What follows belongs to an exercise in optimizing a design on an open flow for small area, a short achievable clock period and few clock cycles; a production flow would make more cautious choices.
Where RTL was checked, it was by simulation tests only, not by an equivalence proof against the original.
The RTL of runs 1 to 4 was laid out without a check of its function.
Power is estimated from default activity; no workload was simulated.

==> flow/design.v <==
module sdr_frame_tx (
    input  wire       clk,
    input  wire       rst,
    input  wire       in_valid,
    output wire       in_ready,
    input  wire [7:0] in_data,
    output wire       out_valid,
    input  wire       out_ready,
    output wire [7:0] out_data,
    output wire       done
);
    localparam [2:0]  T_NONE = 3'd0,    
                      T_TRAIN = 3'd1, T_START = 3'd2, T_DATA = 3'd3,
                      T_PARITY = 3'd4, T_END = 3'd5, T_DONE = 3'd6;
    function automatic [6:0] lfsr8(input [6:0] st);
        integer j;
        reg [6:0] r;
        begin
            r = st;
            for (j = 0; j < 8; j = j + 1)
                r = {r[0] ^ r[4], r[6:1]};
            lfsr8 = r;
        end
    endfunction
    function automatic [6:0] ham_enc(input [3:0] d);
        ham_enc = {d, d[3] ^ d[2] ^ d[0], d[3] ^ d[1] ^ d[0], d[2] ^ d[1] ^ d[0]};
    endfunction
    function automatic [31:0] crc_nib(input [31:0] r0, input [3:0] d);
        integer j;
        reg [31:0] r;
        begin
            r = r0 ^ {28'd0, d};
            for (j = 0; j < 4; j = j + 1)
                r = r[0] ? ((r >> 1) ^ 32'hEDB88320) : (r >> 1);
            crc_nib = r;
        end
    endfunction
    function automatic [7:0] eos_byte(input [3:0] j);
        case (j)
            4'd0, 4'd5: eos_byte = 8'h45;
            4'd1, 4'd6: eos_byte = 8'h4F;
            4'd2, 4'd7: eos_byte = 8'h53;
            4'd3, 4'd8: eos_byte = 8'h00;
            default:    eos_byte = 8'hFF;
        endcase
    endfunction
    reg  [95:0] br_q;      
    reg  [95:0] ar_q;      
    reg  [4:0]  ph_q;      
    reg  [31:0] crc_q;
    reg  [6:0]  ks_q;      
    reg  [5:0]  cur_q;     
    reg  [7:0]  od_q;      
    reg         ov_q;
    reg  [7:0]  sk_q;      
    reg         skv_q;
    reg  [2:0]  ft_q;      
    reg  [1:0]  rep_q;
    reg  [2:0]  slot_q;
    reg  [7:0]  gid_q;
    reg         eos_q;     
    reg         eosm_q;    
    reg  [3:0]  fill_q;    
    reg         full_q;    
    reg         rdy_q;     
    reg         done_q;
    assign out_valid = ov_q;
    assign out_data  = od_q;
    assign in_ready  = rdy_q;
    assign done      = done_q;
    wire is_d = (ft_q == T_DATA);
    wire is_p = (ft_q == T_PARITY);
    wire pay  = (cur_q >= 6'd23) && (cur_q <= 6'd42);
    wire [5:0] pidx = cur_q - 6'd23;
    wire aligned = (ph_q == pidx[4:0]);
    wire ld   = (ft_q != T_DONE) && !(ft_q == T_NONE && cur_q == 6'd20) && !skv_q &&
                (!pay || aligned);
    wire take = in_valid && rdy_q;
    wire main_free = !ov_q || out_ready;
    wire [3:0] onib = (is_d ? br_q[95:92] : 4'd0) | (is_p ? ar_q[95:92] : 4'd0);
    wire [3:0] cnib = ph_q[0] ? ((is_d ? br_q[3:0] : 4'd0) | (is_p ? ar_q[3:0] : 4'd0))
                              : ((is_d ? br_q[91:88] : 4'd0) | (is_p ? ar_q[91:88] : 4'd0));
    wire [31:0] crc_f = ~crc_q;
    wire [7:0]  key   = {ks_q[0], ks_q[1], ks_q[2], ks_q[3], ks_q[4], ks_q[5], ks_q[6],
                         ks_q[0] ^ ks_q[4]};
    wire        scr   = (cur_q >= 6'd20) && (cur_q <= 6'd46);
    reg [7:0] vb;
    always @* begin
        vb = 8'h00;
        if (pay)
            vb = {1'b0, ham_enc(onib)};
        else case (cur_q)
            6'd20: vb = {5'd0, ft_q};
            6'd21: vb = (is_d || is_p) ? gid_q : 8'h00;
            6'd22: vb = {5'd0, is_p, 1'b0, 1'b0} | (is_d ? {5'd0, slot_q} : 8'h00);
            6'd43: vb = crc_f[31:24];
            6'd44: vb = crc_f[23:16];
            6'd45: vb = crc_f[15:8];
            6'd46: vb = crc_f[7:0];
            default: vb = 8'h00;
        endcase
    end
    reg [7:0] fb;
    always @* begin
        if (scr)
            fb = key ^ vb;
        else if (cur_q == 6'd47)
            fb = 8'h00;
        else if (cur_q[5:2] == 4'd4)
            fb = (cur_q[1:0] == 2'd0) ? 8'h1A : (cur_q[1:0] == 2'd1) ? 8'hCF :
                 (cur_q[1:0] == 2'd2) ? 8'hFC : 8'h1D;
        else
            fb = 8'hAA;
    end
    wire upd       = ld && pay && is_d;             
    wire frame_end = ld && (cur_q == 6'd47);
    wire [3:0] ahead = (slot_q != 3'd0) ? ar_q[95:92] : 4'd0;
    always @(posedge clk) begin
        br_q <= {take ? in_data[3:0] : br_q[91:88], br_q[87:0],
                 take ? in_data[7:4] : br_q[95:92]};
        ar_q <= {ar_q[91:0], upd ? ahead ^ br_q[95:92] : ar_q[95:92]};
        if (ld && !(cur_q >= 6'd43 && cur_q <= 6'd46))
            crc_q <= pay ? crc_nib(crc_q, cnib) : 32'hFFFFFFFF;
        if (ld)
            ks_q <= scr ? lfsr8(ks_q) : 7'h7F;
        if (rst)
            od_q <= 8'hAA;
        else if (main_free)
            od_q <= skv_q ? sk_q : fb;
        if (ld && !main_free)
            sk_q <= fb;
    end
    wire [4:0] ph_n   = (ph_q == 5'd23) ? 5'd0 : ph_q + 5'd1;
    wire [3:0] fill_n = take ? ((fill_q == 4'd9) ? 4'd0 : fill_q + 4'd1) : fill_q;
    wire       full_n = take ? (fill_q == 4'd9) : (full_q && !(upd && cur_q == 6'd42));
    always @(posedge clk) begin
        if (rst) begin
            ph_q   <= 5'd2;      
            cur_q  <= 6'd1;
            ov_q   <= 1'b1;
            ft_q   <= T_TRAIN;
            rep_q  <= 2'd0;
            slot_q <= 3'd0;
            gid_q  <= 8'd1;
            eos_q  <= 1'b0;
            fill_q <= 4'd0;
            full_q <= 1'b0;
            rdy_q  <= 1'b0;
            skv_q  <= 1'b0;
            done_q <= 1'b0;
        end else begin
            ph_q   <= ph_n;
            fill_q <= fill_n;
            full_q <= full_n;
            rdy_q  <= !full_n && (ph_n == {fill_n, 1'b0});
            done_q <= (ft_q == T_DONE) && !ov_q && !skv_q;
            if (main_free)
                ov_q <= skv_q || ld;
            if (skv_q)
                skv_q <= !main_free;
            else
                skv_q <= ld && !main_free;
            if (ld)
                cur_q <= (cur_q == 6'd47) ? 6'd0 : cur_q + 6'd1;
            if (ft_q == T_NONE && full_q) begin
                if (eosm_q) begin
                    eos_q <= 1'b1;
                    ft_q  <= (slot_q != 3'd0) ? T_PARITY : T_END;
                end else
                    ft_q  <= T_DATA;
            end
            if (frame_end) begin
                case (ft_q)
                    T_TRAIN: begin
                        rep_q <= rep_q + 2'd1;
                        if (rep_q == 2'd3) ft_q <= T_START;
                    end
                    T_START: begin
                        rep_q <= (rep_q == 2'd2) ? 2'd0 : rep_q + 2'd1;
                        if (rep_q == 2'd2) ft_q <= T_NONE;
                    end
                    T_DATA: begin
                        slot_q <= slot_q + 3'd1;
                        ft_q   <= (slot_q == 3'd3) ? T_PARITY : T_NONE;
                    end
                    T_PARITY: begin
                        slot_q <= 3'd0;
                        gid_q  <= (gid_q == 8'd255) ? 8'd1 : gid_q + 8'd1;
                        ft_q   <= eos_q ? T_END : T_NONE;
                    end
                    default: begin
                        rep_q <= rep_q + 2'd1;
                        if (rep_q == 2'd2) ft_q <= T_DONE;
                    end
                endcase
            end
        end
    end
    always @(posedge clk)
        if (take)
            eosm_q <= (fill_q == 4'd0 || eosm_q) && (in_data == eos_byte(fill_q));
endmodule
==> flow/flow/run.sh <==
#!/bin/bash
# Standard layout, with timing repair aimed well below the 15 ns clock period
# (the constraints are unchanged; only repair_timing's setup margin grows).
set -euo pipefail
cd "$(dirname "$0")/.."
export SETUP_SLACK_MARGIN=11
bash standard.sh > standard_make.log 2>&1
==> flow/standard.sh <==
#!/bin/bash
# synth_recipe.tcl (not shown) runs the flow's synth.tcl, then flattens the netlist and writes it again
# the make line also repeats each setting of config.mk as NAME=value (left out here)
make -C /OpenROAD-flow-scripts/flow DESIGN_CONFIG=/design/flow/config.mk WORK_HOME=/design/flow/orfs CLKGATE_MAP_FILE= SYNTH_SCRIPT=/design/flow/synth_recipe.tcl "${@:-finish}"
==> flow/config.mk <==
export PLATFORM = sky130hd
export DESIGN_NAME = sdr_frame_tx
export DESIGN_NICKNAME = sdr_frame_tx
export VERILOG_FILES = /design/flow/design.v
export SDC_FILE = /design/flow/constraint.sdc
export NUM_CORES = 4
export LEC_CHECK = 0
export CAP_MARGIN = 20
export CORE_MARGIN = 2
export CORE_UTILIZATION = 40
export SLEW_MARGIN = 20
==> flow/constraint.sdc <==
create_clock -name core_clock -period 15.0 [get_ports {clk}]
set_input_delay 3.0000 -clock core_clock [delete_from_list [all_inputs] [get_ports {clk}]]
set_output_delay 3.0000 -clock core_clock [all_outputs]
set_load 0.01 [all_outputs]
==> results of run 1 <==
## metrics by stage
step	setup WS, ns	hold WS, ns
2_1_floorplan	10.77	0.310
3_3_place_gp	9.85	0.310
3_5_place_dp	9.76	0.312
4_1_cts	10.97	0.325
5_1_grt	10.93	0.329
6_report	10.99	0.323
## registers in the layout (all words and copies together) (netlist names), named ones only
register / flops
ar_q: 96
br_q: 96
crc_q: 32
gid_q: 8
od_q: 8
sk_q: 8
ks_q: 7
cur_q: 6
ph_q: 5
fill_q: 4
ft_q: 3
slot_q: 3
rep_q: 2
done_q: 1
eos_q: 1
eosm_q: 1
full_q: 1
ov_q: 1
rdy_q: 1
skv_q: 1
## power breakdown
part           switching (mW)  internal [mW]
clock                   0.308          0.408
combinational          0.0383         0.0306
sequential             0.0139          0.813
## cells in the mapped netlist (all sizes together), types with 8 or more instances
library cell	instances
and2	10
o22ai	13
nor3	15
buf	16
dfxtp	243
a21oi	37
nand2	71
xnor2	29
nor2b	12
o211ai	8
a211oi	10
or3	9
xor2	37
nor2	52
o21ai	46
and3	10
clkbuf	29
a22oi	8
inv	18
nand2b	23
mux2	11
nand3	13
edfxtp	48
ha	15
## metal layers
metal,wire [um],track usage [%],vias to the layer above
li1,-,-,3203
met1,10600,23.2,3096
met2,9150,24.3,160
met3,948,2.40,33
met4,536,4.86,0
met5,0,0,-
## layout by cell type (no fill, tap or decap), types with 6 or more instances in the layout
cell,instances
sky130_fd_sc_hd__dfxtp_1,233
sky130_fd_sc_hd__nor2b_1,11
sky130_fd_sc_hd__nor3_1,15
sky130_fd_sc_hd__clkdlybuf4s50_1,9
sky130_fd_sc_hd__edfxtp_1,48
sky130_fd_sc_hd__clkbuf_16,29
sky130_fd_sc_hd__a21oi_1,33
sky130_fd_sc_hd__buf_6,10
sky130_fd_sc_hd__nor2_1,47
sky130_fd_sc_hd__or3_1,9
sky130_fd_sc_hd__a31oi_1,6
sky130_fd_sc_hd__inv_1,16
sky130_fd_sc_hd__ha_1,13
sky130_fd_sc_hd__dfxtp_2,9
sky130_fd_sc_hd__and3_1,10
sky130_fd_sc_hd__o211ai_1,8
sky130_fd_sc_hd__and2_1,8
sky130_fd_sc_hd__nand3_1,12
sky130_fd_sc_hd__buf_4,12
sky130_fd_sc_hd__xnor2_1,24
sky130_fd_sc_hd__o21ai_0,46
sky130_fd_sc_hd__nor4_1,6
sky130_fd_sc_hd__a22oi_1,7
sky130_fd_sc_hd__a211oi_1,10
sky130_fd_sc_hd__nand2_1,70
sky130_fd_sc_hd__mux2i_1,6
sky130_fd_sc_hd__nand2b_1,23
sky130_fd_sc_hd__mux2_2,11
sky130_fd_sc_hd__o22ai_1,12
sky130_fd_sc_hd__xor2_1,35
## cell type report
cell class	instances	area, um^2
Timing Repair Buffer	36	367
Clock buffer	35	768
Antenna cell	1	2.50
Clock inverter	19	203
Tap cell	330	413
Multi-Input combinational cell	541	3840
Sequential cell	291	6320
Inverter	18	71.3
Fill cell	2240	13200
## worst max-delay path by stage
| stage | cells after the start | to | slack, ns |
|---|---|---|---|
| CTS | 1 | in_ready | 10.97 |
| global route | 9 | flop | 10.93 |
| detailed placement | 9 | flop | 9.76 |
| floorplan | 8 | flop | 10.77 |
| finish | 1 | in_ready | 10.99 |
| global placement | 9 | flop | 9.85 |
## what timing repair did
item                       in CTS  in global routing
hold buffers                    0                  0
gates resized for setup        79                  8
cloned                          1                  0
pin swaps                       1                  3
setup buffers                   7                  3
setup endpoints to repair      28                 23
## kinds of logic after synthesis
kind of cell	synth area share (%)
flip-flops	61.4
AND/OR/NAND/NOR	12.9
AO/OA/AOI/OAI	12.4
XOR/XNOR	7.09
buffers and inverters	2.66
multiplexers	1.79
adder cells (fa/ha/maj)	1.83
==> parameters.txt, run 1 <==
Parameter                              Value

Die
  Die outline area ... 27000 um^2
  Floorplan Core Area ... 25200 um^2
  Die outline height ... 164 um
  X dimension of the die ... 164 um
  Floorplan row count ... 58
  Count of boundary I/O pins ... 23
  Initial Util ... 40.8%

Logic synthesis
  Post-synthesis cell area ... 10300 um^2
  Number of warning messages in the yosys log ... 1
  Cell count after synthesis ... 895
  Mean post-synth cell area ... 11.5 um^2
  Top flip-flop cell by instance count after synthesis ... sky130_fd_sc_hd__dfxtp_1
  Number of distinct library cells after synthesis ... 75
  #FFs+latches synth ... 291
  Area share of the leading cell type in the synthesized netlist ... 47.4%
  Nets in the synthesized netlist ... 922
  Synth async-reset ratio ... 0%
  Register area share after synthesis ... 61.4%
  Count of flip-flops with a built-in enable after synthesis ... 48
  Largest area contributor in the netlist ... sky130_fd_sc_hd__dfxtp_1
  Ranking of synthesized cells by area ... sky130_fd_sc_hd__dfxtp_1 (47%), sky130_fd_sc_hd__edfxtp_1 (14%), sky130_fd_sc_hd__xor2_1 (3.1%)

Setup path
  Flop-to-flop setup slack ... 11.27 ns
  CP max stage delay ... 0.36 ns
  Capture instance of the worst register-to-register path ... crc_q[21]
  Critical path, cell by cell ... buf_6
  FF-to-FF Start ... ft_q[2]
  CP arrival ... 1.01 ns
  Cell with the biggest individual delay on the critical path ... sky130_fd_sc_hd__dfxtp_4
  Largest driver fanout on the critical path ... 2
  Startpoint-to-endpoint class of the critical path ... flop to output port
  Cell class contributing the biggest share of worst-path delay ... flip-flops
  Count of buffering cells on the critical path with inverters included ... 1
  Startpoint of the worst setup timing path ... rdy_q
  Kind of launch point of the worst setup path ... flop
  Path depth of the worst reg2reg path ... 7
  Required time reported for the critical path endpoint ... 12.00 ns
  Worst Setup End Kind ... output port

Worst hold path
  Hold Crit Endpoint ... ar_q[23]
  Type of the tightest min-delay check ... flop to flop
  Hold Path Stages ... 0
  Hold Startpoint ... ar_q[19]

Detailed routing
  Drt first-iter violations ... 643
  Mean number of vias per cell ... 5.11
  Count of vias placed by the detailed router ... 6492
  Post-route DRC violation count ... 0
  Routed Antenna Nets ... 0
  Drt pass-1 iters ... 5
  Total wirelength of the detailed-routed design ... 21200 um
  Avg WL per Cell ... 16.7 um

Finish
  Final standard cell count with taps included and fillers excluded ... 1271
  Core Util, Final ... 47.6%
  Area grow syn2layout ... 16.7%
  Layout Nets ... 944
  Fraction of final layout cells sized beyond drive strength 1 ... 14.8%
  Post-route design area ... 12000 um^2

Clock network
  Clock network latency to the later pin of the worst-skew pair ... 0.54 ns
  CTS sink count ... 291
  Buffer depth of the longest clock path ... 3
  Clock tree from TritonCTS ... yes
  Cts bufs inserted ... 29
  Cell at the root of the clock tree ... sky130_fd_sc_hd__clkbuf_16
  H-Tree Level Count ... 1
  Clk pin slew, worst setup/hold paths ... 0.07 ns

Global route
  Maximum number of pins on one net before global-route repair ... 39
  Global-route wire length before repair ... 33600 um
  Vias in the first global route ... 6048
  Global-route total usage across every layer ... 15.9%
  Antenna violations before repair ... 0
  Total global routing overflow ... 0

STA
  Pins over their slew limit ... 0
  Final period demand of the worst path ... 4.01 ns
  Unrepaired setup endpoints after global routing ... true
  Aggregate negative setup slack ... 0 ns
  Final setup viols ... 0
  Transition time of the tightest slew-check pin ... 1.06 ns
  Final setup skew ... 0.00906 ns
  Max_slew headroom ... 28.9%
  Part of the cycle the worst path needs ... 26.7%
  Achievable clock frequency ... 249 MHz
  Final-report hold violation count ... 0

Run status
  Result of the run ... finished clean

Placement
  DP Wirelength ... 14000 um
  Count of placed standard cells including taps ... 1205
  Final RePlAce weighted congestion ... 0.849
  Port-buffer cells ... 22
  Placed instance area ... 10800 um^2

Flow run
  Reported max-cap violation count ... 0

Pwr
  IR Drop Worst-Case VDD ... 0.0939 mV
  Power density over cell area ... 134 nW/um^2
  Static Leakage ... 4.12 nW
  Total power draw ... 1.61 mW
==> run 2, diff against run 1 <==
--- a/flow/design.v
+++ b/flow/design.v
@@ -52,8 +52,6 @@
     reg  [5:0]  cur_q;     
     reg  [7:0]  od_q;      
     reg         ov_q;
-    reg  [7:0]  sk_q;      
-    reg         skv_q;
     reg  [2:0]  ft_q;      
     reg  [1:0]  rep_q;
     reg  [2:0]  slot_q;
@@ -73,10 +71,10 @@
     wire pay  = (cur_q >= 6'd23) && (cur_q <= 6'd42);
     wire [5:0] pidx = cur_q - 6'd23;
     wire aligned = (ph_q == pidx[4:0]);
-    wire ld   = (ft_q != T_DONE) && !(ft_q == T_NONE && cur_q == 6'd20) && !skv_q &&
+    wire main_free = !ov_q || out_ready;
+    wire ld   = (ft_q != T_DONE) && !(ft_q == T_NONE && cur_q == 6'd20) && main_free &&
                 (!pay || aligned);
     wire take = in_valid && rdy_q;
-    wire main_free = !ov_q || out_ready;
     wire [3:0] onib = (is_d ? br_q[95:92] : 4'd0) | (is_p ? ar_q[95:92] : 4'd0);
     wire [3:0] cnib = ph_q[0] ? ((is_d ? br_q[3:0] : 4'd0) | (is_p ? ar_q[3:0] : 4'd0))
                               : ((is_d ? br_q[91:88] : 4'd0) | (is_p ? ar_q[91:88] : 4'd0));
@@ -125,10 +123,8 @@
             ks_q <= scr ? lfsr8(ks_q) : 7'h7F;
         if (rst)
             od_q <= 8'hAA;
-        else if (main_free)
-            od_q <= skv_q ? sk_q : fb;
-        if (ld && !main_free)
-            sk_q <= fb;
+        else if (ld)
+            od_q <= fb;
     end
     wire [4:0] ph_n   = (ph_q == 5'd23) ? 5'd0 : ph_q + 5'd1;
     wire [3:0] fill_n = take ? ((fill_q == 4'd9) ? 4'd0 : fill_q + 4'd1) : fill_q;
@@ -146,20 +142,15 @@
             fill_q <= 4'd0;
             full_q <= 1'b0;
             rdy_q  <= 1'b0;
-            skv_q  <= 1'b0;
             done_q <= 1'b0;
         end else begin
             ph_q   <= ph_n;
             fill_q <= fill_n;
             full_q <= full_n;
             rdy_q  <= !full_n && (ph_n == {fill_n, 1'b0});
-            done_q <= (ft_q == T_DONE) && !ov_q && !skv_q;
+            done_q <= (ft_q == T_DONE) && !ov_q;
             if (main_free)
-                ov_q <= skv_q || ld;
-            if (skv_q)
-                skv_q <= !main_free;
-            else
-                skv_q <= ld && !main_free;
+                ov_q <= ld;
             if (ld)
                 cur_q <= (cur_q == 6'd47) ? 6'd0 : cur_q + 6'd1;
             if (ft_q == T_NONE && full_q) begin
==> parameters.txt, run 2 <==
Parameter                              Value

Setup path
  Kind of launch point of the worst setup path ... input port
  Required time reported for the critical path endpoint ... 15.42 ns (+3.42 ns)
  Startpoint-to-endpoint class of the critical path ... input port to flop
  CP arrival ... 4.50 ns (+3.49 ns)
  Largest driver fanout on the critical path ... 6 (+4)
  Worst Setup End Kind ... flop

Clock network
  Cell at the root of the clock tree ... sky130_fd_sc_hd__clkbuf_16
  Clock network latency to the later pin of the worst-skew pair ... 0.54 ns (about the same)
  Clk pin slew, worst setup/hold paths ... 0.06 ns (about the same)
  Cts bufs inserted ... 28 (-3.4%)
  H-Tree Level Count ... 1 (unchanged)
  Buffer depth of the longest clock path ... 3 (unchanged)
  CTS sink count ... 282 (-3.1%)
  Clock tree from TritonCTS ... yes

Finish
  Most frequent cells in the layout ... sky130_fd_sc_hd__dfxtp_1 (232), sky130_fd_sc_hd__nand2_1 (60), sky130_fd_sc_hd__nor2_1 (48), sky130_fd_sc_hd__edfxtp_1 (40), sky130_fd_sc_hd__a21oi_1 (34)
  Fraction of final layout cells sized beyond drive strength 1 ... 21.4% (+6.6 points)
  Post-route design area ... 12000 um^2 (+0.51%)
  Combined area of the multi-input logic cells ... 3920 um^2 (+2.2%)
  Number of antenna repair diodes ... 0 (-1)
  Area grow syn2layout ... 23.0%
  Leading cell type in the layout, fill and taps excluded ... sky130_fd_sc_hd__dfxtp_1
  Registers with the highest flip-flop counts ... ar_q: 96 flops, br_q: 96 flops, crc_q: 32 flops
  Total of fill cells in the finished design ... 2150 (-4.0%)
  Area taken by flip-flops and latches ... 6060 um^2 (-4.1%)
  Layout Nets ... 946 (+0.21%)

Global route
  Met3 track demand over resource ... 2.71% (+0.31 points)
  Antenna violations before repair ... 0 (unchanged)
  M1 GR Usage ... 22.5% (-0.67 points)
  Global route hottest layer ... met2
  Global routing usage on met2 ... 24.8% (+0.56 points)
  Global-route total usage across every layer ... 15.9% (+0.028 points)
  Global-route wire length before repair ... 33000 um (-1.9%)
  Vias in the first global route ... 6212 (+2.7%)
  Total global routing overflow ... 0 (unchanged)
  Maximum number of pins on one net before global-route repair ... 57 (+46%)

STA
  Pins over their slew limit ... 0 (unchanged)
  Final setup skew ... 0.0102 ns (+0.00116 ns)
  Final-report hold violation count ... 0 (unchanged)
  Max_slew headroom ... 43.1% (+14 points)
  Final setup viols ... 0 (unchanged)
  Final period demand of the worst path ... 4.09 ns (+0.0761 ns)
  Achievable clock frequency ... 245 MHz (-1.9%)
  Unrepaired setup endpoints after global routing ... true
  Transition time of the tightest slew-check pin ... 0.853 ns (-0.210 ns)
  Part of the cycle the worst path needs ... 27.2% (+0.51 points)
  Aggregate negative setup slack ... 0 ns (unchanged)

Logic synthesis
  Cell count after synthesis ... 858 (-4.1%)
  #FFs+latches synth ... 282 (-3.1%)
  Synth async-reset ratio ... 0% (unchanged)
  Register area share after synthesis ... 61.7% (+0.34 points)
  Area share of the leading cell type in the synthesized netlist ... 49.5% (+2.1 points)
  Number of distinct library cells after synthesis ... 80 (+6.7%)
  Top flip-flop cell by instance count after synthesis ... sky130_fd_sc_hd__dfxtp_1
  Most frequent cell after synthesis ... sky130_fd_sc_hd__dfxtp_1
  Mean post-synth cell area ... 11.4 um^2 (-0.54%)
  Number of warning messages in the yosys log ... 1 (unchanged)
  Commonest cells post-synth ... sky130_fd_sc_hd__dfxtp_1 (242), sky130_fd_sc_hd__nand2_1 (65), sky130_fd_sc_hd__nor2_1 (57), sky130_fd_sc_hd__a21oi_1 (44), sky130_fd_sc_hd__edfxtp_1 (40)
  Nets in the synthesized netlist ... 885 (-4.0%)
  Count of flip-flops with a built-in enable after synthesis ... 40 (-17%)
  Post-synthesis cell area ... 9790 um^2 (-4.7%)
  Largest area contributor in the netlist ... sky130_fd_sc_hd__dfxtp_1
  Ranking of synthesized cells by area ... sky130_fd_sc_hd__dfxtp_1 (49%), sky130_fd_sc_hd__edfxtp_1 (12%), sky130_fd_sc_hd__xnor2_1 (3.0%)

Pwr
  Power density over cell area ... 128 nW/um^2 (-4.9%)
  IR Drop Worst-Case VDD ... 0.0804 mV (-14%)
  Static Leakage ... 4.22 nW (+2.5%)

Placement
  Port-buffer cells ... 22 (unchanged)
  DP Wirelength ... 13100 um (-6.3%)
  Placed instance area ... 10400 um^2 (-3.5%)
  Final RePlAce weighted congestion ... 0.806 (-5.1%)

Detailed routing
  Total wirelength of the detailed-routed design ... 21000 um (-0.69%)
  Drt first-iter violations ... 360 (-44%)
  Post-route DRC violation count ... 0 (unchanged)
  Avg WL per Cell ... 16.7 um (about the same)
  Drt pass-1 iters ... 5 (unchanged)
  Routed Antenna Nets ... 0 (unchanged)
  Count of vias placed by the detailed router ... 6420 (-1.1%)
  Mean number of vias per cell ... 5.08 (-0.48%)

Die
  Floorplan row count ... 57 (-1.7%)
  X dimension of the die ... 160 um (-2.3%)
  Die outline area ... 25800 um^2 (-4.5%)
  Count of boundary I/O pins ... 23 (unchanged)
  Initial Util ... 40.5% (-0.28 points)
  Die outline height ... 160 um (-2.3%)
  Floorplan Core Area ... 24200 um^2 (-4.0%)

Run status
  Result of the run ... finished clean

Worst hold path
  Type of the tightest min-delay check ... flop to flop

Flow run
  Reported max-cap violation count ... 0 (unchanged)
run 2: cell count changes after synthesis, moves of 6 or more:
cell and delta:
sky130_fd_sc_hd__a211oi_1 -7, sky130_fd_sc_hd__nand2_1 -6, sky130_fd_sc_hd__xnor2_1 +8, sky130_fd_sc_hd__a21oi_1 +10
sky130_fd_sc_hd__buf_2 -6, sky130_fd_sc_hd__nand2b_1 -7, sky130_fd_sc_hd__nor3_1 +6, sky130_fd_sc_hd__o21ai_0 -10
sky130_fd_sc_hd__edfxtp_1 -8
run 2: final timing paths:
kind,from,endpoint,slack (ns),cells after the start
max,out_ready,ov_q,10.91,9
min,br_q[61],br_q[65],0.32,0
max reg2reg,ft_q[0],crc_q[21],11.29,7
min reg2reg,br_q[61],br_q[65],0.32,0
run 2: where the power goes:
group / leakage, nW / internal, mW / switching (mW)
sequential: 2.24 / 0.784 / 0.0108
clock: 0.442 / 0.386 / 0.286
combinational: 1.55 / 0.0321 / 0.0407
total: 4.22 / 1.20 / 0.338
run 2: layer usage:
metal	up-vias	part of all wire (%)	wire (um)
li1	3154	-	-
met1	3107	48	10100
met2	118	45	9540
met3	41	4.0	838
met4	0	2.9	603
met5	-	0	0
run 2: final cells by class:
cell class              instances  share of cell area (%)
clock inverters                11                   0.852
multi-input cells             526                    32.6
repair inverters                2                   0.270
clock buffers                  39                    6.58
repair buffers                 63                    5.40
flip-flops and latches        282                    50.3
inverters                      16                   0.644
well taps                     324                    3.37
run 2: worst max-delay path, cell delays in order:
cell                        delay (ns)
sky130_fd_sc_hd__buf_6            0.09
sky130_fd_sc_hd__nor2b_4          0.14
sky130_fd_sc_hd__a311o_4          0.16
sky130_fd_sc_hd__a2111oi_4        0.04
sky130_fd_sc_hd__buf_4            0.17
sky130_fd_sc_hd__nor2_4           0.34
sky130_fd_sc_hd__buf_12           0.19
sky130_fd_sc_hd__clkinv_8         0.07
sky130_fd_sc_hd__or3_1            0.29
run 2: logic make-up (layout without fill, tap and decap cells):
| kind of cell | count (synthesis) | after routing | synth area share (%) |
|---|---|---|---|
| flip-flops | 282 | 282 | 61.7 |
| AND/OR/NAND/NOR | 258 | 259 | 14.2 |
| XOR/XNOR | 70 | 70 | 6.99 |
| AO/OA/AOI/OAI | 172 | 172 | 11.8 |
| buffers and inverters | 51 | 131 | 2.22 |
| adder cells (fa/ha/maj) | 15 | 15 | 1.92 |
| multiplexers | 10 | 10 | 1.14 |
run 2: metrics by stage:
stage          hold slack, ns  power, mW  setup WS [ns]  cells  utilization, %
2_1_floorplan           0.310      0.849          10.05    858               -
3_3_place_gp            0.310      0.867           9.17   1173            43.1
4_1_cts                 0.310       1.55          10.82   1254            48.8
6_report                0.322       1.54          10.91   1263            49.8
3_5_place_dp            0.312      0.867           9.12   1173            43.1
5_1_grt                 0.329       1.59          10.86   1263            49.8
run 2: what timing repair did:
action,4_1_cts,5_1_grt
buffers inserted,28,7
endpoints found under the setup margin,95,84
pin swaps,26,15
gates resized for setup,117,34
gates cloned,3,2
hold buffers,0,0
==> run 3, diff against run 2 <==
--- a/flow/design.v
+++ b/flow/design.v
@@ -52,11 +52,11 @@
     reg  [5:0]  cur_q;     
     reg  [7:0]  od_q;      
     reg         ov_q;
+    reg  [7:0]  sk_q;      
+    reg         skv_q;
     reg  [2:0]  ft_q;      
-    reg  [1:0]  rep_q;
-    reg  [2:0]  slot_q;
+    reg  [2:0]  slot_q;    
     reg  [7:0]  gid_q;
-    reg         eos_q;     
     reg         eosm_q;    
     reg  [3:0]  fill_q;    
     reg         full_q;    
@@ -71,10 +71,10 @@
     wire pay  = (cur_q >= 6'd23) && (cur_q <= 6'd42);
     wire [5:0] pidx = cur_q - 6'd23;
     wire aligned = (ph_q == pidx[4:0]);
-    wire main_free = !ov_q || out_ready;
-    wire ld   = (ft_q != T_DONE) && !(ft_q == T_NONE && cur_q == 6'd20) && main_free &&
+    wire ld   = (ft_q != T_DONE) && !(ft_q == T_NONE && cur_q == 6'd20) && !skv_q &&
                 (!pay || aligned);
     wire take = in_valid && rdy_q;
+    wire main_free = !ov_q || out_ready;
     wire [3:0] onib = (is_d ? br_q[95:92] : 4'd0) | (is_p ? ar_q[95:92] : 4'd0);
     wire [3:0] cnib = ph_q[0] ? ((is_d ? br_q[3:0] : 4'd0) | (is_p ? ar_q[3:0] : 4'd0))
                               : ((is_d ? br_q[91:88] : 4'd0) | (is_p ? ar_q[91:88] : 4'd0));
@@ -121,54 +121,56 @@
             crc_q <= pay ? crc_nib(crc_q, cnib) : 32'hFFFFFFFF;
         if (ld)
             ks_q <= scr ? lfsr8(ks_q) : 7'h7F;
-        if (rst)
-            od_q <= 8'hAA;
-        else if (ld)
-            od_q <= fb;
+        if (main_free)
+            od_q <= skv_q ? sk_q : fb;
+        if (ld && !main_free)
+            sk_q <= fb;
     end
     wire [4:0] ph_n   = (ph_q == 5'd23) ? 5'd0 : ph_q + 5'd1;
     wire [3:0] fill_n = take ? ((fill_q == 4'd9) ? 4'd0 : fill_q + 4'd1) : fill_q;
     wire       full_n = take ? (fill_q == 4'd9) : (full_q && !(upd && cur_q == 6'd42));
     always @(posedge clk) begin
         if (rst) begin
-            ph_q   <= 5'd2;      
-            cur_q  <= 6'd1;
-            ov_q   <= 1'b1;
+            ph_q   <= 5'd1;      
+            cur_q  <= 6'd0;
+            ov_q   <= 1'b0;
             ft_q   <= T_TRAIN;
-            rep_q  <= 2'd0;
             slot_q <= 3'd0;
             gid_q  <= 8'd1;
-            eos_q  <= 1'b0;
             fill_q <= 4'd0;
             full_q <= 1'b0;
             rdy_q  <= 1'b0;
+            skv_q  <= 1'b0;
             done_q <= 1'b0;
         end else begin
             ph_q   <= ph_n;
             fill_q <= fill_n;
             full_q <= full_n;
             rdy_q  <= !full_n && (ph_n == {fill_n, 1'b0});
-            done_q <= (ft_q == T_DONE) && !ov_q;
+            done_q <= (ft_q == T_DONE) && !ov_q && !skv_q;
             if (main_free)
-                ov_q <= ld;
+                ov_q <= skv_q || ld;
+            if (skv_q)
+                skv_q <= !main_free;
+            else
+                skv_q <= ld && !main_free;
             if (ld)
                 cur_q <= (cur_q == 6'd47) ? 6'd0 : cur_q + 6'd1;
             if (ft_q == T_NONE && full_q) begin
-                if (eosm_q) begin
-                    eos_q <= 1'b1;
+                if (eosm_q)
                     ft_q  <= (slot_q != 3'd0) ? T_PARITY : T_END;
-                end else
+                else
                     ft_q  <= T_DATA;
             end
             if (frame_end) begin
                 case (ft_q)
                     T_TRAIN: begin
-                        rep_q <= rep_q + 2'd1;
-                        if (rep_q == 2'd3) ft_q <= T_START;
+                        slot_q <= (slot_q == 3'd3) ? 3'd0 : slot_q + 3'd1;
+                        if (slot_q == 3'd3) ft_q <= T_START;
                     end
                     T_START: begin
-                        rep_q <= (rep_q == 2'd2) ? 2'd0 : rep_q + 2'd1;
-                        if (rep_q == 2'd2) ft_q <= T_NONE;
+                        slot_q <= (slot_q == 3'd2) ? 3'd0 : slot_q + 3'd1;
+                        if (slot_q == 3'd2) ft_q <= T_NONE;
                     end
                     T_DATA: begin
                         slot_q <= slot_q + 3'd1;
@@ -177,11 +179,11 @@
                     T_PARITY: begin
                         slot_q <= 3'd0;
                         gid_q  <= (gid_q == 8'd255) ? 8'd1 : gid_q + 8'd1;
-                        ft_q   <= eos_q ? T_END : T_NONE;
+                        ft_q   <= T_NONE;    
                     end
                     default: begin
-                        rep_q <= rep_q + 2'd1;
-                        if (rep_q == 2'd2) ft_q <= T_DONE;
+                        slot_q <= slot_q + 3'd1;
+                        if (slot_q == 3'd2) ft_q <= T_DONE;
                     end
                 endcase
             end
==> parameters.txt, run 3 <==
Parameter                              Value

Run status
  Result of the run ... finished clean

Clock network
  Cell at the root of the clock tree ... sky130_fd_sc_hd__clkbuf_16
  Clk pin slew, worst setup/hold paths ... 0.06 ns (about the same)
  Clock tree from TritonCTS ... yes
  Quantity of hold-fixing buffers added after cts ... 0 (unchanged)
  Buffer depth of the longest clock path ... 3 (unchanged)
  CTS sink count ... 288 (+2.1%)
  Clock network latency to the later pin of the worst-skew pair ... 0.55 ns (about the same)
  Cts bufs inserted ... 28 (unchanged)
  H-Tree Level Count ... 1 (unchanged)

Finish
  Fraction of final layout cells sized beyond drive strength 1 ... 14.3% (-7.1 points)
  Leading cell type in the layout, fill and taps excluded ... sky130_fd_sc_hd__dfxtp_1
  Area grow syn2layout ... 16.8%
  Registers with the highest flip-flop counts ... ar_q: 96 flops, br_q: 96 flops, crc_q: 32 flops
  Area taken by flip-flops and latches ... 6330 um^2 (+4.5%)
  Core Util, Final ... 47.3% (-2.5 points)
  Final standard cell count with taps included and fillers excluded ... 1237 (-2.1%)
  Layout Nets ... 914 (-3.4%)
  Post-route design area ... 11900 um^2 (-1.6%)
  Total of fill cells in the finished design ... 2228 (+3.6%)
  Most frequent cells in the layout ... sky130_fd_sc_hd__dfxtp_1 (230), sky130_fd_sc_hd__edfxtp_1 (56), sky130_fd_sc_hd__nand2_1 (54), sky130_fd_sc_hd__nor2_1 (46), sky130_fd_sc_hd__o21ai_0 (35)
  Combined area of the multi-input logic cells ... 3740 um^2 (-4.8%)

Logic synthesis
  Mean post-synth cell area ... 11.9 um^2 (+4.0%)
  Register area share after synthesis ... 62.3% (+0.61 points)
  Top flip-flop cell by instance count after synthesis ... sky130_fd_sc_hd__dfxtp_1
  Area share of the leading cell type in the synthesized netlist ... 45.8% (-3.7 points)
  Number of warning messages in the yosys log ... 1 (unchanged)
  Nets in the synthesized netlist ... 884 (-0.11%)
  Most frequent cell after synthesis ... sky130_fd_sc_hd__dfxtp_1
  Ranking of synthesized cells by area ... sky130_fd_sc_hd__dfxtp_1 (46%), sky130_fd_sc_hd__edfxtp_1 (17%), sky130_fd_sc_hd__xor2_1 (3.0%)
  Synth async-reset ratio ... 0% (unchanged)
  Commonest cells post-synth ... sky130_fd_sc_hd__dfxtp_1 (232), sky130_fd_sc_hd__edfxtp_1 (56), sky130_fd_sc_hd__nand2_1 (56), sky130_fd_sc_hd__nor2_1 (50)
  Count of flip-flops with a built-in enable after synthesis ... 56 (+40%)
  Number of distinct library cells after synthesis ... 72 (-10%)
  #FFs+latches synth ... 288 (+2.1%)
  Largest area contributor in the netlist ... sky130_fd_sc_hd__dfxtp_1
  Cell count after synthesis ... 855 (-0.35%)
  Post-synthesis cell area ... 10100 um^2 (+3.6%)

Placement
  Place WS ... 9.96 ns (+0.833 ns)
  DP Wirelength ... 12800 um (-2.5%)
  Count of placed standard cells including taps ... 1179 (+0.51%)
  Final RePlAce weighted congestion ... 0.852 (+5.7%)
  Port-buffer cells ... 22 (unchanged)
  Placed instance area ... 10800 um^2 (+3.3%)

Detailed routing
  Count of vias placed by the detailed router ... 6106 (-4.9%)
  Drt first-iter violations ... 460 (+28%)
  Mean number of vias per cell ... 4.94 (-2.9%)
  Avg WL per Cell ... 16.0 um (-4.0%)
  Total wirelength of the detailed-routed design ... 19800 um (-6.0%)
  Drt pass-1 iters ... 5 (unchanged)
  Post-route DRC violation count ... 0 (unchanged)
  Routed Antenna Nets ... 0 (unchanged)

Pwr
  Total power draw ... 1.64 mW (+6.5%)
  Power density over cell area ... 138 nW/um^2 (+8.3%)
  IR Drop Worst-Case VDD ... 0.108 mV (+34%)
  Static Leakage ... 4.23 nW (+0.18%)

Die
  Floorplan row count ... 58 (+1.8%)
  X dimension of the die ... 163 um (+1.7%)
  Count of boundary I/O pins ... 23 (unchanged)
  Floorplan Core Area ... 25000 um^2 (+3.6%)
  Initial Util ... 40.5% (about the same)
  Die outline height ... 163 um (+1.7%)
  Die outline area ... 26700 um^2 (+3.5%)

STA
  Final period demand of the worst path ... 4.05 ns (-0.0409 ns)
  Worst path setup slack after routing ... 10.95 ns (+0.0409 ns)
  Final-report hold violation count ... 0 (unchanged)
  Pins over their slew limit ... 0 (unchanged)
  Final setup viols ... 0 (unchanged)
  Achievable clock frequency ... 247 MHz (+1.0%)
  Part of the cycle the worst path needs ... 27.0% (-0.27 points)
  Aggregate negative setup slack ... 0 ns (unchanged)
  Transition time of the tightest slew-check pin ... 0.858 ns (+0.00570 ns)
  Max_slew headroom ... 42.8% (-0.30 points)
  Min Hold Slack ... 0.320 ns (-0.00235 ns)
  Unrepaired setup endpoints after global routing ... true
  Final setup skew ... 0.0138 ns (+0.00362 ns)

Setup path
  Cell class contributing the biggest share of worst-path delay ... flip-flops
  Count of buffering cells on the critical path with inverters included ... 1 (-3)
  Startpoint-to-endpoint class of the critical path ... flop to output port
  CP max stage delay ... 0.36 ns (+0.02 ns)
  Critical path, cell by cell ... buf_2
  Kind of launch point of the worst setup path ... flop
  CP arrival ... 1.05 ns (-3.45 ns)
  Required time reported for the critical path endpoint ... 12.00 ns (-3.42 ns)
  Worst Setup End Kind ... output port
  Cell with the biggest individual delay on the critical path ... sky130_fd_sc_hd__edfxtp_1
  Largest driver fanout on the critical path ... 1 (-5)

Global route
  Maximum number of pins on one net before global-route repair ... 35 (-39%)
  Antenna violations before repair ... 1 (+1)
  Total global routing overflow ... 0 (unchanged)
  Met3 track demand over resource ... 2.51% (-0.20 points)
  Vias in the first global route ... 5910 (-4.9%)
  Global routing usage on met2 ... 24.0% (-0.83 points)
  Global route hottest layer ... met2
  Global-route total usage across every layer ... 15.2% (-0.68 points)
  Global-route wire length before repair ... 32000 um (-2.8%)
  M1 GR Usage ... 21.5% (-1.0 points)

Worst hold path
  Type of the tightest min-delay check ... flop to flop

Flow run
  Reported max-cap violation count ... 0 (unchanged)
## run 3: routing by layer
layer / vias up / wire length [um]
met3: 39 / 753
met2: 124 / 8770
met4: 0 / 518
li1: 3049 / -
met5: - / 0
met1: 2894 / 9740
## run 3: cell type report
type                    instances  share of cell area, %
inverters                      21                  0.665
clock buffers                  41                   7.37
flip-flops and latches        288                   53.4
diodes                          1                 0.0211
clock inverters                10                  0.950
repair buffers                 35                   2.59
multi-input cells             511                   31.5
well taps                     330                   3.48
## run 3: final timing paths
path / startpoint / endpoint / slack [ns] / cells after the start
worst max-delay path: od_q[1] / out_data[1] / 10.95 / 1
worst min-delay path: ar_q[38] / ar_q[42] / 0.32 / 0
worst max register to register: cur_q[0] / crc_q[16] / 11.31 / 9
worst min register to register: ar_q[38] / ar_q[42] / 0.32 / 0
## run 3: logic make-up after synthesis
| logic type | count (synthesis) | synth area share [%] |
|---|---|---|
| flip-flops | 288 | 62.3 |
| AO/OA/AOI/OAI | 158 | 10.5 |
| XOR/XNOR | 72 | 7.69 |
| buffers and inverters | 56 | 2.29 |
| adder cells (fa/ha/maj) | 17 | 2.10 |
| AND/OR/NAND/NOR | 240 | 12.5 |
| multiplexers | 24 | 2.54 |
## run 3: power by group
part	leakage (nW)	internal, mW	switching (mW)	total [mW]
Clock	0.488	0.424	0.291	0.715
Sequential	2.33	0.829	0.0203	0.849
Combinational	1.41	0.0350	0.0418	0.0768
## run 3: what timing repair did
item | in CTS | in global routing
pin swaps | 2 | 3
setup endpoints to repair | 28 | 17
gates cloned | 1 | 0
gates resized for setup | 62 | 5
buffers inserted | 2 | 3
==> run 4, diff against run 3 <==
--- a/flow/config.mk
+++ b/flow/config.mk
@@ -8,4 +8,6 @@
 export CAP_MARGIN = 20
 export CORE_MARGIN = 2
 export CORE_UTILIZATION = 40
+export CTS_CLUSTER_DIAMETER = 60
+export CTS_CLUSTER_SIZE = 20
 export SLEW_MARGIN = 20
==> parameters.txt, run 4 <==
Parameter                              Value

Run status
  Result of the run ... finished clean

STA
  Transition time of the tightest slew-check pin ... 0.823 ns (-0.0350 ns)
  Max_slew headroom ... 45.1% (+2.3 points)
  Min Hold Slack ... 0.310 ns (-0.0102 ns)
  Final period demand of the worst path ... 4.03 ns (-0.0114 ns)
  Unrepaired setup endpoints after global routing ... true
  Final setup skew ... 0.0294 ns (+0.0156 ns)
  Final setup viols ... 0 (unchanged)
  Part of the cycle the worst path needs ... 26.9% (-0.076 points)
  Aggregate negative setup slack ... 0 ns (unchanged)
  Pins over their slew limit ... 0 (unchanged)
  Achievable clock frequency ... 248 MHz (+0.28%)
  Final-report hold violation count ... 0 (unchanged)

Die
  Die outline height ... 163 um (unchanged)
  Initial Util ... 40.5% (unchanged)
  Count of boundary I/O pins ... 23 (unchanged)
  Die outline area ... 26700 um^2 (unchanged)
  X dimension of the die ... 163 um (unchanged)
  Floorplan row count ... 58 (unchanged)
  Floorplan Core Area ... 25000 um^2 (unchanged)

Pwr
  Part of the total power dissipated in the clock network ... 40.4% (-3.2 points)
  Power density over cell area ... 133 nW/um^2 (-4.0%)
  Part of the power in combinational logic ... 5.0% (+0.3 points)
  Internal ... 1.19 mW (-7.4%)
  Power spent charging and discharging nets ... 0.359 mW (+1.7%)
  Part of the total power dissipated in sequential elements ... 54.6% (+2.8 points)
  Sw Ratio ... 23.1% (+1.6 points)
  IR Drop Worst-Case VDD ... 0.105 mV (-2.0%)
  Static Leakage ... 4.14 nW (-2.1%)

Flow run
  Reported max-cap violation count ... 0 (unchanged)

Setup path
  Cell with the biggest individual delay on the critical path ... sky130_fd_sc_hd__edfxtp_1
  Startpoint of the worst setup timing path ... od_q[5]
  Critical path, cell by cell ... buf_2
  Worst Setup End Kind ... output port
  CP max stage delay ... 0.36 ns (about the same)
  FF-to-FF Start ... cur_q[0]
  Flop-to-flop setup slack ... 11.31 ns (about the same)
  Required time reported for the critical path endpoint ... 12.00 ns (about the same)
  CP arrival ... 1.03 ns (-0.02 ns)
  Path depth of the worst reg2reg path ... 9 (unchanged)
  Critical Path Stages ... 1 (unchanged)
  Cell class contributing the biggest share of worst-path delay ... flip-flops
  Largest driver fanout on the critical path ... 1 (unchanged)
  Startpoint-to-endpoint class of the critical path ... flop to output port
  Count of buffering cells on the critical path with inverters included ... 1 (unchanged)
  Kind of launch point of the worst setup path ... flop

Finish
  Most frequent cells in the layout ... sky130_fd_sc_hd__dfxtp_1 (230), sky130_fd_sc_hd__edfxtp_1 (56), sky130_fd_sc_hd__nand2_1 (54), sky130_fd_sc_hd__nor2_1 (46), sky130_fd_sc_hd__o21ai_0 (35)
  Core Util, Final ... 46.7% (-0.68 points)
  Layout Nets ... 912 (-0.22%)
  Fraction of final layout cells sized beyond drive strength 1 ... 13.4% (-0.93 points)
  Leading cell type in the layout, fill and taps excluded ... sky130_fd_sc_hd__dfxtp_1
  Registers with the highest flip-flop counts ... ar_q: 96 flops, br_q: 96 flops, crc_q: 32 flops
  Total of fill cells in the finished design ... 2250 (+0.99%)
  Area grow syn2layout ... 15.1%

Logic synthesis
  Commonest cells post-synth ... sky130_fd_sc_hd__dfxtp_1 (232), sky130_fd_sc_hd__edfxtp_1 (56), sky130_fd_sc_hd__nand2_1 (56), sky130_fd_sc_hd__nor2_1 (50)
  Nets in the synthesized netlist ... 884 (unchanged)
  Mean post-synth cell area ... 11.9 um^2 (unchanged)
  Number of distinct library cells after synthesis ... 72 (unchanged)
  Synth async-reset ratio ... 0% (unchanged)
  Largest area contributor in the netlist ... sky130_fd_sc_hd__dfxtp_1
  Count of flip-flops with a built-in enable after synthesis ... 56 (unchanged)
  Number of warning messages in the yosys log ... 1 (unchanged)
  Post-synthesis cell area ... 10100 um^2 (unchanged)
  #FFs+latches synth ... 288 (unchanged)
  Ranking of synthesized cells by area ... sky130_fd_sc_hd__dfxtp_1 (46%), sky130_fd_sc_hd__edfxtp_1 (17%), sky130_fd_sc_hd__xor2_1 (3.0%)
  Cell count after synthesis ... 855 (unchanged)
  Most frequent cell after synthesis ... sky130_fd_sc_hd__dfxtp_1
  Register area share after synthesis ... 62.3% (unchanged)
  Top flip-flop cell by instance count after synthesis ... sky130_fd_sc_hd__dfxtp_1
  Area share of the leading cell type in the synthesized netlist ... 45.8% (unchanged)

Detailed routing
  Count of vias placed by the detailed router ... 6105 (-0.016%)
  Post-route DRC violation count ... 0 (unchanged)
  Mean number of vias per cell ... 4.98 (+0.96%)
  Avg WL per Cell ... 16.0 um (about the same)
  Routed Antenna Nets ... 0 (unchanged)
  Total wirelength of the detailed-routed design ... 19600 um (-1.0%)
  Drt pass-1 iters ... 7 (+2)
  Drt first-iter violations ... 359 (-22%)

Placement
  DP Wirelength ... 12800 um (unchanged)
  Port-buffer cells ... 22 (unchanged)
  Final RePlAce weighted congestion ... 0.852 (unchanged)

Global route
  Global-route total usage across every layer ... 15.0% (-0.22 points)
  Global routing usage on met2 ... 23.7% (-0.35 points)
  Global route hottest layer ... met2
  Total global routing overflow ... 0 (unchanged)
  Global-route wire length before repair ... 31600 um (-1.2%)
  Antenna violations before repair ... 1 (unchanged)
  M1 GR Usage ... 21.3% (-0.14 points)
  Maximum number of pins on one net before global-route repair ... 35 (unchanged)
  Met3 track demand over resource ... 2.31% (-0.20 points)
  Vias in the first global route ... 5811 (-1.7%)

Clock network
  Cts bufs inserted ... 24 (-14%)
  H-Tree Level Count ... 1 (unchanged)
  Buffer depth of the longest clock path ... 3 (unchanged)
  Quantity of hold-fixing buffers added after cts ... 0 (unchanged)
  Cell at the root of the clock tree ... sky130_fd_sc_hd__clkbuf_16
  Clk pin slew, worst setup/hold paths ... 0.08 ns (+0.02 ns)
  Clock tree from TritonCTS ... yes
  CTS sink count ... 288 (unchanged)
  Clock network latency to the later pin of the worst-skew pair ... 0.53 ns (-0.02 ns)

Worst hold path
  Hold Path Stages ... 0 (unchanged)
  Hold Startpoint ... br_q[68]
  Type of the tightest min-delay check ... flop to flop
[run 4: cell type report]
type / count / area (um^2) / area share [%]
Tap cell: 330 / 413 / 3.53
Clock buffer: 26 / 651 / 5.57
Multi-Input combinational cell: 511 / 3740 / 32.0
Inverter: 21 / 78.8 / 0.675
Clock inverter: 11 / 146 / 1.25
Timing Repair Buffer: 37 / 324 / 2.77
Antenna cell: 1 / 2.50 / 0.0214
Sequential cell: 288 / 6330 / 54.2
[run 4: power by group through the flow]
stage,sequential (mW),clock (mW),combinational (mW)
floorplan,0.856,0,0.0571
global placement,0.866,0,0.0732
detailed placement,0.867,0,0.0737
CTS,0.849,0.646,0.0769
global route,0.853,0.673,0.0840
finish,0.848,0.627,0.0769
[run 4: worst paths after layout]
path	end
worst max-delay path	out_data[5]
worst min-delay path	br_q[72]
worst max register to register	crc_q[17]
worst min register to register	br_q[72]
[run 4: cells by family after synthesis]
| logic type | Yosys count | synth area share [%] |
|---|---|---|
| and+or+nand+nor | 240 | 12.5 |
| adders and majority gates | 17 | 2.10 |
| DFF | 288 | 62.3 |
| muxes | 24 | 2.54 |
| buffers and inverters | 56 | 2.29 |
| xor gates and xnor gates | 72 | 7.69 |
| AOI/OAI and AO/OA | 158 | 10.5 |
[run 4: what timing repair did]
| action | in CTS | in global routing |
|---|---|---|
| hold endpoints to repair | 0 | 0 |
| pin swaps | 2 | 5 |
| gates resized for setup | 60 | 8 |
| gates cloned | 1 | 0 |
| endpoints found under the setup margin | 28 | 16 |
| setup buffers | 2 | 5 |
[run 4: stage by stage]
step | power (mW) | area (um^2) | instances | setup WS, ns
CTS | 1.57 | 11600 | 1219 | 10.91
finish | 1.55 | 11700 | 1225 | 10.97
global route | 1.61 | 11700 | 1224 | 10.91
global placement | 0.939 | 10800 | 1179 | 9.98
floorplan | 0.913 | 10200 | 855 | 10.78
detailed placement | 0.941 | 10800 | 1179 | 9.96
[run 4: layer usage]
layer / vias to the layer above / share of wire [%] / wire length (um)
met4: 0 / 3.0 / 586
li1: 3052 / - / -
met2: 136 / 45 / 8750
met1: 2880 / 48 / 9480
met5: - / 0 / 0
met3: 37 / 3.9 / 763
==> run 5, diff against run 4 <==
--- a/flow/design.v
+++ b/flow/design.v
@@ -69,10 +69,11 @@
     wire is_d = (ft_q == T_DATA);
     wire is_p = (ft_q == T_PARITY);
     wire pay  = (cur_q >= 6'd23) && (cur_q <= 6'd42);
+    wire ring = (cur_q >= 6'd23) && (cur_q <= 6'd46);    
     wire [5:0] pidx = cur_q - 6'd23;
     wire aligned = (ph_q == pidx[4:0]);
     wire ld   = (ft_q != T_DONE) && !(ft_q == T_NONE && cur_q == 6'd20) && !skv_q &&
-                (!pay || aligned);
+                (!ring || aligned);
     wire take = in_valid && rdy_q;
     wire main_free = !ov_q || out_ready;
     wire [3:0] onib = (is_d ? br_q[95:92] : 4'd0) | (is_p ? ar_q[95:92] : 4'd0);
@@ -91,10 +92,7 @@
             6'd20: vb = {5'd0, ft_q};
             6'd21: vb = (is_d || is_p) ? gid_q : 8'h00;
             6'd22: vb = {5'd0, is_p, 1'b0, 1'b0} | (is_d ? {5'd0, slot_q} : 8'h00);
-            6'd43: vb = crc_f[31:24];
-            6'd44: vb = crc_f[23:16];
-            6'd45: vb = crc_f[15:8];
-            6'd46: vb = crc_f[7:0];
+            6'd43, 6'd44, 6'd45, 6'd46: vb = crc_f[31:24];
             default: vb = 8'h00;
         endcase
     end
@@ -117,8 +115,7 @@
         br_q <= {take ? in_data[3:0] : br_q[91:88], br_q[87:0],
                  take ? in_data[7:4] : br_q[95:92]};
         ar_q <= {ar_q[91:0], upd ? ahead ^ br_q[95:92] : ar_q[95:92]};
-        if (ld && !(cur_q >= 6'd43 && cur_q <= 6'd46))
-            crc_q <= pay ? crc_nib(crc_q, cnib) : 32'hFFFFFFFF;
+        crc_q <= (ph_q < 5'd20) ? crc_nib(crc_q, cnib) : {crc_q[23:0], 8'hFF};
         if (ld)
             ks_q <= scr ? lfsr8(ks_q) : 7'h7F;
         if (main_free)
@@ -128,7 +125,7 @@
     end
     wire [4:0] ph_n   = (ph_q == 5'd23) ? 5'd0 : ph_q + 5'd1;
     wire [3:0] fill_n = take ? ((fill_q == 4'd9) ? 4'd0 : fill_q + 4'd1) : fill_q;
-    wire       full_n = take ? (fill_q == 4'd9) : (full_q && !(upd && cur_q == 6'd42));
+    wire       full_n = take ? (fill_q == 4'd9) : (full_q && !(ld && is_d && cur_q == 6'd46));
     always @(posedge clk) begin
         if (rst) begin
             ph_q   <= 5'd1;      
==> parameters.txt, run 5 <==
Parameter                              Value

Setup path
  Kind of launch point of the worst setup path ... flop
  Cell class contributing the biggest share of worst-path delay ... flip-flops
  Count of buffering cells on the critical path with inverters included ... 1 (unchanged)
  Capture instance of the worst register-to-register path ... ar_q[0]
  Cell with the biggest individual delay on the critical path ... sky130_fd_sc_hd__edfxtp_1
  Required time reported for the critical path endpoint ... 12.00 ns (about the same)
  Flop-to-flop setup slack ... 11.62 ns (+0.31 ns)
  Path depth of the worst reg2reg path ... 10 (+1)
  Startpoint of the worst setup timing path ... od_q[6]
  Worst Setup End Kind ... output port
  Largest driver fanout on the critical path ... 1 (unchanged)
  Startpoint-to-endpoint class of the critical path ... flop to output port
  CP arrival ... 1.02 ns (about the same)
  CP max stage delay ... 0.37 ns (about the same)
  FF-to-FF Start ... cur_q[0]
  Critical path, cell by cell ... buf_2

Clock network
  Cell at the root of the clock tree ... sky130_fd_sc_hd__clkbuf_16
  Clk pin slew, worst setup/hold paths ... 0.08 ns (about the same)
  H-Tree Level Count ... 1 (unchanged)
  CTS sink count ... 288 (unchanged)
  Buffer depth of the longest clock path ... 3 (unchanged)
  Clock tree from TritonCTS ... yes
  Clock network latency to the later pin of the worst-skew pair ... 0.52 ns (about the same)
  Cts bufs inserted ... 21 (-13%)
  Quantity of hold-fixing buffers added after cts ... 0 (unchanged)

STA
  Aggregate negative setup slack ... 0 ns (unchanged)
  Worst path setup slack after routing ... 10.98 ns (+0.0136 ns)
  Achievable clock frequency ... 249 MHz (+0.34%)
  Final setup viols ... 0 (unchanged)
  Min Hold Slack ... 0.318 ns (+0.00775 ns)
  Max_slew headroom ... 35.2% (-9.9 points)
  Transition time of the tightest slew-check pin ... 0.964 ns (+0.141 ns)
  Final-report hold violation count ... 0 (unchanged)
  Pins over their slew limit ... 0 (unchanged)
  Final setup skew ... 0.0181 ns (-0.0113 ns)
  Part of the cycle the worst path needs ... 26.8% (-0.091 points)
  Final period demand of the worst path ... 4.02 ns (-0.0136 ns)
  Unrepaired setup endpoints after global routing ... true

Placement
  Port-buffer cells ... 22 (unchanged)
  DP Wirelength ... 11000 um (-14%)
  Final RePlAce weighted congestion ... 0.776 (-9.0%)
  Place WS ... 9.86 ns (-0.0976 ns)

Logic synthesis
  Count of flip-flops with a built-in enable after synthesis ... 24 (-57%)
  Nets in the synthesized netlist ... 846 (-4.3%)
  Commonest cells post-synth ... sky130_fd_sc_hd__dfxtp_1 (264), sky130_fd_sc_hd__nand2_1 (52), sky130_fd_sc_hd__xnor2_1 (49), sky130_fd_sc_hd__a21oi_1 (48), sky130_fd_sc_hd__nor2_1 (48)
  Ranking of synthesized cells by area ... sky130_fd_sc_hd__dfxtp_1 (55%), sky130_fd_sc_hd__edfxtp_1 (7.5%), sky130_fd_sc_hd__xnor2_1 (4.5%)
  Area share of the leading cell type in the synthesized netlist ... 55.2% (+9.5 points)
  #FFs+latches synth ... 288 (unchanged)
  Synth async-reset ratio ... 0% (unchanged)
  Mean post-synth cell area ... 11.7 um^2 (-1.2%)
  Register area share after synthesis ... 62.8% (+0.42 points)
  Largest area contributor in the netlist ... sky130_fd_sc_hd__dfxtp_1
  Cell count after synthesis ... 816 (-4.6%)
  Number of warning messages in the yosys log ... 1 (unchanged)
  Most frequent cell after synthesis ... sky130_fd_sc_hd__dfxtp_1
  Post-synthesis cell area ... 9570 um^2 (-5.7%)
  Number of distinct library cells after synthesis ... 69 (-4.2%)
  Top flip-flop cell by instance count after synthesis ... sky130_fd_sc_hd__dfxtp_1

Die
  Die outline area ... 25200 um^2 (-5.6%)
  X dimension of the die ... 159 um (-2.8%)
  Initial Util ... 40.8% (+0.24 points)
  Die outline height ... 159 um (-2.8%)
  Floorplan row count ... 56 (-3.4%)
  Floorplan Core Area ... 23500 um^2 (-6.2%)
  Count of boundary I/O pins ... 23 (unchanged)

Pwr
  Static Leakage ... 4.11 nW (-0.81%)
  IR Drop Worst-Case VDD ... 0.105 mV (-0.65%)
  Power density over cell area ... 165 nW/um^2 (+24%)
  Part of the total power dissipated in the clock network ... 31.1% (-9.3 points)
  Power spent charging and discharging nets ... 0.457 mW (+27%)
  Part of the total power dissipated in sequential elements ... 51.5% (-3.1 points)
  Sw Ratio ... 25.3% (+2.2 points)
  Internal ... 1.35 mW (+13%)
  Part of the power in combinational logic ... 17.3% (+12 points)

Worst hold path
  Hold Startpoint ... ar_q[50]
  Hold Path Stages ... 0 (unchanged)
  Type of the tightest min-delay check ... flop to flop
  Hold Crit Endpoint ... ar_q[54]

Detailed routing
  Total wirelength of the detailed-routed design ... 16800 um (-14%)
  Drt first-iter violations ... 292 (-19%)
  Post-route DRC violation count ... 0 (unchanged)
  Routed Antenna Nets ... 0 (unchanged)
  Avg WL per Cell ... 14.3 um (-10%)
  Count of vias placed by the detailed router ... 5615 (-8.0%)
  Mean number of vias per cell ... 4.80 (-3.8%)
  Drt pass-1 iters ... 5 (-2)

Finish
  Total of fill cells in the finished design ... 2152 (-4.4%)
  Fraction of final layout cells sized beyond drive strength 1 ... 13.7% (+0.31 points)
  Most frequent cells in the layout ... sky130_fd_sc_hd__dfxtp_1 (262), sky130_fd_sc_hd__nand2_1 (50), sky130_fd_sc_hd__xnor2_1 (49), sky130_fd_sc_hd__a21oi_1 (48), sky130_fd_sc_hd__nor2_1 (46)
  Layout Nets ... 872 (-4.4%)
  Leading cell type in the layout, fill and taps excluded ... sky130_fd_sc_hd__dfxtp_1
  Registers with the highest flip-flop counts ... ar_q: 96 flops, br_q: 96 flops, crc_q: 32 flops
  Number of antenna repair diodes ... 0 (-1)
  Area grow syn2layout ... 14.4%

Global route
  Total global routing overflow ... 0 (unchanged)
  Antenna violations before repair ... 0 (-1)
  Global route hottest layer ... met1
  Vias in the first global route ... 5342 (-8.1%)
  Maximum number of pins on one net before global-route repair ... 54 (+54%)
  Global-route wire length before repair ... 27800 um (-12%)
  Met3 track demand over resource ... 2.56% (+0.25 points)
  Global-route total usage across every layer ... 13.8% (-1.2 points)
  M1 GR Usage ... 21.4% (+0.096 points)
  Global routing usage on met2 ... 19.9% (-3.8 points)

Flow run
  Reported max-cap violation count ... 0 (unchanged)

Run status
  Result of the run ... finished clean
[run 5: cell families (layout without fill, tap and decap cells)]
kind of cell | after synthesis | after routing | share of synthesized area, %
adder cells (fa/ha/maj) | 18 | 18 | 2.35
AND/OR/NAND/NOR | 200 | 200 | 10.5
flip-flops | 288 | 288 | 62.8
buffers and inverters | 53 | 89 | 2.26
AO/OA/AOI/OAI | 143 | 143 | 9.79
XOR/XNOR | 86 | 86 | 9.18
multiplexers | 28 | 28 | 3.14
[run 5: timing repair]
item                       in CTS  in global routing
gates resized for setup        60                  7
buffers inserted                4                  2
pin swaps                       3                  1
setup endpoints to repair      26                 16
cloned                          0                  1
[run 5: metrics by stage]
step | total power, mW | instance area [um^2] | std cells | util [%]
after floorplan | 1.20 | 9640 | 816 | -
after global placement | 1.26 | 10200 | 1131 | 43.3
after detailed placement | 1.26 | 10200 | 1131 | 43.3
after CTS | 1.83 | 10900 | 1168 | 46.3
after global routing | 1.90 | 11000 | 1171 | 46.7
final | 1.81 | 11000 | 1171 | 46.7
[run 5: area by class of cell]
cell class                 instances  area (um^2)  area share, %
inverter                          21         81.3          0.743
sequential                       288         6010           54.9
tap                              319          399           3.64
multi-input combinational        475         3470           31.7
timing repair buffer              35          303           2.76
clock inverter                    10          123           1.12
clock buffer                      23          564           5.15
[run 5: worst max-delay path by stage]
stage             endpoint  slack (ns)  depth (start not counted)
2_1_floorplan         flop       10.84                          7
3_3_place_gp          flop        9.93                          9
3_5_place_dp          flop        9.86                          9
4_1_cts        out_data[6]       10.95                          1
5_1_grt        out_data[6]       10.93                          1
6_report       out_data[6]       10.98                          1
[run 5: routing by layer]
| metal | share of wire (%) | vias up | wire length, um |
|---|---|---|---|
| met4 | 1.3 | 0 | 218 |
| met1 | 52 | 2637 | 8780 |
| met3 | 4.7 | 20 | 795 |
| li1 | - | 2859 | - |
| met2 | 42 | 99 | 6960 |
| met5 | 0 | - | 0 |
[run 5: power groups by stage]
stage | sequential [mW] | combinational, mW | clock (mW)
2_1_floorplan | 0.928 | 0.268 | 0
3_3_place_gp | 0.948 | 0.307 | 0
3_5_place_dp | 0.948 | 0.308 | 0
4_1_cts | 0.932 | 0.316 | 0.585
5_1_grt | 0.941 | 0.350 | 0.612
6_report | 0.930 | 0.313 | 0.562
Testbench counts of run 5, summed over its fixed seeds: cycles 32,648.

## port drivers added, routing unchanged
The flow's constraints put no driver on any port. The routed layouts listed below were extracted and timed again, unchanged, in two steps. Step 1 assumes that a clkbuf_16 drives the clock port and a buf_2 every other input. Step 2 adds t to the input delays and takes it off the output delays; t is the mean of the earliest and latest rising clock arrival at the registers after step 1. Input paths then give back, and output paths get back, about the clock's delay inside the block. a / b / c = ideal / step 1 / step 2; a / b = the first two.
run | shift t [ns] | setup slack, ns | hold slack, ns | worst setup path at the end
run 1 | 0.578 | 10.990 / 10.946 / 10.462 | 0.323 / 0.323 / 0.323 | input to register
run 2 | 0.584 | 10.914 / 10.929 / 10.345 | 0.322 / 0.322 / 0.322 | input to register
run 3 | 0.589 | 10.955 / 10.906 / 10.489 | 0.320 / 0.320 / 0.320 | input to register
run 4 | 0.562 | 10.966 / 10.918 / 10.507 | 0.310 / 0.310 / 0.310 | input to register
run 5 | 0.550 | 10.980 / 10.936 / 10.529 | 0.318 / 0.318 / 0.318 | input to register
After both steps every run listed still meets setup and hold. For run 2, which loses most, drivers alone change the setup slack by +0.015 ns; drivers and shift together by -0.569 ns.
